Source: an optimization exercise on an open RTL-to-GDS flow (aim: small area, a short achievable clock period and few clock cycles). Production flows keep margins and buffers that such runs may drop.
Function was checked by simulation only, so behaviour that the tests miss may differ from the original.
Power is estimated from default activity; no workload was simulated.

Setup of the reference run:
==> flow/design.v (excerpt) <==
module tile_addr_gen (
    input  wire        clk,
    input  wire        rst,
    input  wire        start,
    input  wire [15:0] img_w,
    input  wire [15:0] img_h,
    input  wire [15:0] tile_w,
    input  wire [15:0] tile_h,
    input  wire [15:0] meta_w,
    input  wire [15:0] meta_h,
    input  wire        do_seq,
    input  wire [31:0] pix_len,
    output reg         addr_valid,
    output reg  [31:0] addr,
    input  wire        addr_ready,
    output wire        busy,
    output reg         done,
    output reg  [3:0]  err,
    output reg  [15:0] err_info
);
export LEC_CHECK = 0
export CAP_MARGIN = 20
export CORE_MARGIN = 2
export CORE_UTILIZATION = 40
export SLEW_MARGIN = 20
create_clock -name core_clock -period 34.0 [get_ports {clk}]
standard.sh (not shown) runs the stock make flow with config.mk's settings and CLKGATE_MAP_FILE= SYNTH_SCRIPT=/design/flow/synth_recipe.tcl, a recipe that flattens the netlist after the stock synthesis.
==> flow/flow/run.sh <==
#!/bin/bash
# Layout flow: the standard ORFS flow (standard.sh), with
#  - the port buffers made from small fast cells: sky130_fd_sc_hd__buf_1 on
#    the inputs (the standard buffer_ports call) and sky130_fd_sc_hd__buf_2 on
#    the outputs (flow/outbuf.tcl at the start of the resize step);
#  - a denser core (50% utilisation) for shorter wires;
#  - clock tree sinks clustered up to 20 to a buffer (20 clock buffers, not 37).
# The whole make output goes to standard_flow.log; ORFS keeps each step's log
# under orfs/logs.
set -euo pipefail
here=$(pwd)
bash standard.sh \
  BUFFER_PORTS_ARGS="-inputs -buffer_cell sky130_fd_sc_hd__buf_1" \
  PRE_RESIZE_TCL="$here/flow/outbuf.tcl" \
  CORE_UTILIZATION=50 CTS_CLUSTER_SIZE=20 CTS_CLUSTER_DIAMETER=100 \
  finish > standard_flow.log 2>&1
==> flow/flow/outbuf.tcl <==
buffer_ports -outputs -buffer_cell sky130_fd_sc_hd__buf_2
The reference run was carried through to the last stage, and its layout satisfied the timing, DRC and antenna checks.
Testbench counts of the reference run, summed over its fixed seeds: cycles 189,400.
Input-level comparison between the trial run and the reference run:
--- a/flow/flow/run.sh
+++ b/flow/flow/run.sh
@@ -3,6 +3,8 @@
 #  - the port buffers made from small fast cells: sky130_fd_sc_hd__buf_1 on
-#    the inputs (the standard buffer_ports call) and sky130_fd_sc_hd__buf_2 on
+#    the inputs (the standard buffer_ports call) and sky130_fd_sc_hd__buf_4 on
 #    the outputs (flow/outbuf.tcl at the start of the resize step);
 #  - a denser core (50% utilisation) for shorter wires;
-#  - clock tree sinks clustered up to 20 to a buffer (20 clock buffers, not 37).
+#  - clock tree sinks clustered up to 20 to a buffer (20 clock buffers, not 37);
+#  - repair_design aiming 50% below the library's max slew, so that high-fanout
+#    enable nets (addr_ready's) get a proper buffer tree.
 # The whole make output goes to standard_flow.log; ORFS keeps each step's log
@@ -15,2 +17,3 @@
   CORE_UTILIZATION=50 CTS_CLUSTER_SIZE=20 CTS_CLUSTER_DIAMETER=100 \
+  SLEW_MARGIN=50 \
   finish > standard_flow.log 2>&1
==> flow/flow/outbuf.tcl <==
buffer_ports -outputs -buffer_cell sky130_fd_sc_hd__buf_4
[summary]
The reference run: no failed stages, no open violations at the end
The trial run completed every stage of the flow, and the final layout passed the timing, DRC and antenna checks.
The reference run → the trial run: relative max-transition margin went up by 23 points; post-synth design cell area was more or less identical.
In the tables for the trial run and the reference run, via count reads higher with the trial run.
Between the reference run and the trial run, the flow reports internal power contribution increasing slightly.

---

== willow ==
Another version of the RTL of tile_addr_gen (not shown whole).
For scale: ~330 flip-flops.
Settings: LEC_CHECK=0, CAP_MARGIN=20, CORE_MARGIN=2, CORE_UTILIZATION=40, SLEW_MARGIN=20; clock period 34.0 ns.
==> flow/flow/run.sh <==
#!/bin/bash
# Layout flow: the standard ORFS flow (standard.sh), with
#  - the port buffers made from small fast cells: sky130_fd_sc_hd__buf_1 on
#    the inputs (the standard buffer_ports call) and sky130_fd_sc_hd__buf_2 on
#    the outputs (flow/outbuf.tcl at the start of the resize step);
#  - a denser core (65% utilisation) for shorter wires;
#  - clock tree sinks clustered up to 20 to a buffer (20 clock buffers, not 37).
# The whole make output goes to standard_flow.log; ORFS keeps each step's log
# under orfs/logs.
set -euo pipefail
here=$(pwd)
bash standard.sh \
  BUFFER_PORTS_ARGS="-inputs -buffer_cell sky130_fd_sc_hd__buf_1" \
  PRE_RESIZE_TCL="$here/flow/outbuf.tcl" \
  CORE_UTILIZATION=65 CTS_CLUSTER_SIZE=20 CTS_CLUSTER_DIAMETER=100 \
  finish > standard_flow.log 2>&1
==> flow/flow/outbuf.tcl <==
buffer_ports -outputs -buffer_cell sky130_fd_sc_hd__buf_2
willow completed every stage of the flow, and the final layout passed the timing, DRC and antenna checks.
Testbench counts of willow, summed over its fixed seeds: cycles 189,240.
Input changes introduced in onyx (baseline for comparison: willow):
diff --git a/flow/flow/run.sh b/flow/flow/run.sh
--- a/flow/flow/run.sh
+++ b/flow/flow/run.sh
@@ -6 +6 @@
-#  - a denser core (65% utilisation) for shorter wires;
+#  - a denser core (50% utilisation) for shorter wires;
@@ -15 +15 @@
-  CORE_UTILIZATION=65 CTS_CLUSTER_SIZE=20 CTS_CLUSTER_DIAMETER=100 \
+  CORE_UTILIZATION=50 CTS_CLUSTER_SIZE=20 CTS_CLUSTER_DIAMETER=100 \
Findings:
onyx ends up with a internal power consumption that is about 1.4% higher than in willow. The higher number of DRC violations after detailed-routing iteration 0 came out of willow. Final cell count without fillers: onyx > willow. Across both runs, largest net degree at the start of global routing was higher for onyx than for willow. In the flow results for onyx and willow, the aggregate global-route resource usage is smaller on onyx. Sequential fraction of design power: onyx vs willow down 0.7 points. onyx packs its core looser than willow. Going from willow to onyx, detailed-route via count moved down; clock network power shows an increase of about 7%; headroom to the max-slew limit +2.4 points; maximum ir drop on the vdd rail rose about 9%.

-- re-timing with driven ports --
The flow's constraints put no driver on any port. The routed layouts listed below were extracted and timed again, unchanged, in two steps.
Step 1 assumes that a clkbuf_16 drives the clock port and a buf_2 every other input.
Step 2 adds t to the input delays and takes it off the output delays; t is the mean of the earliest and latest rising clock arrival at the registers after step 1. Input paths then give back, and output paths get back, about the clock's delay inside the block.
Three values: ideal, step 1, step 2; two values: the first two.
run	t (ns)	setup slack, ns	clock arrival spread, ns
the reference run	0.603	25.507 / 25.538 / 24.935	0.036 / 0.037
the trial run	0.611	25.866 / 25.810 / 25.627	0.037 / 0.037
willow	0.597	25.980 / 25.925 / 25.634	0.021 / 0.021
onyx	0.611	25.935 / 25.873 / 25.472	0.045 / 0.046
After both steps every run listed still meets setup and hold. For the reference run, which loses most, drivers alone change the setup slack by +0.031 ns; drivers and shift together by -0.572 ns.
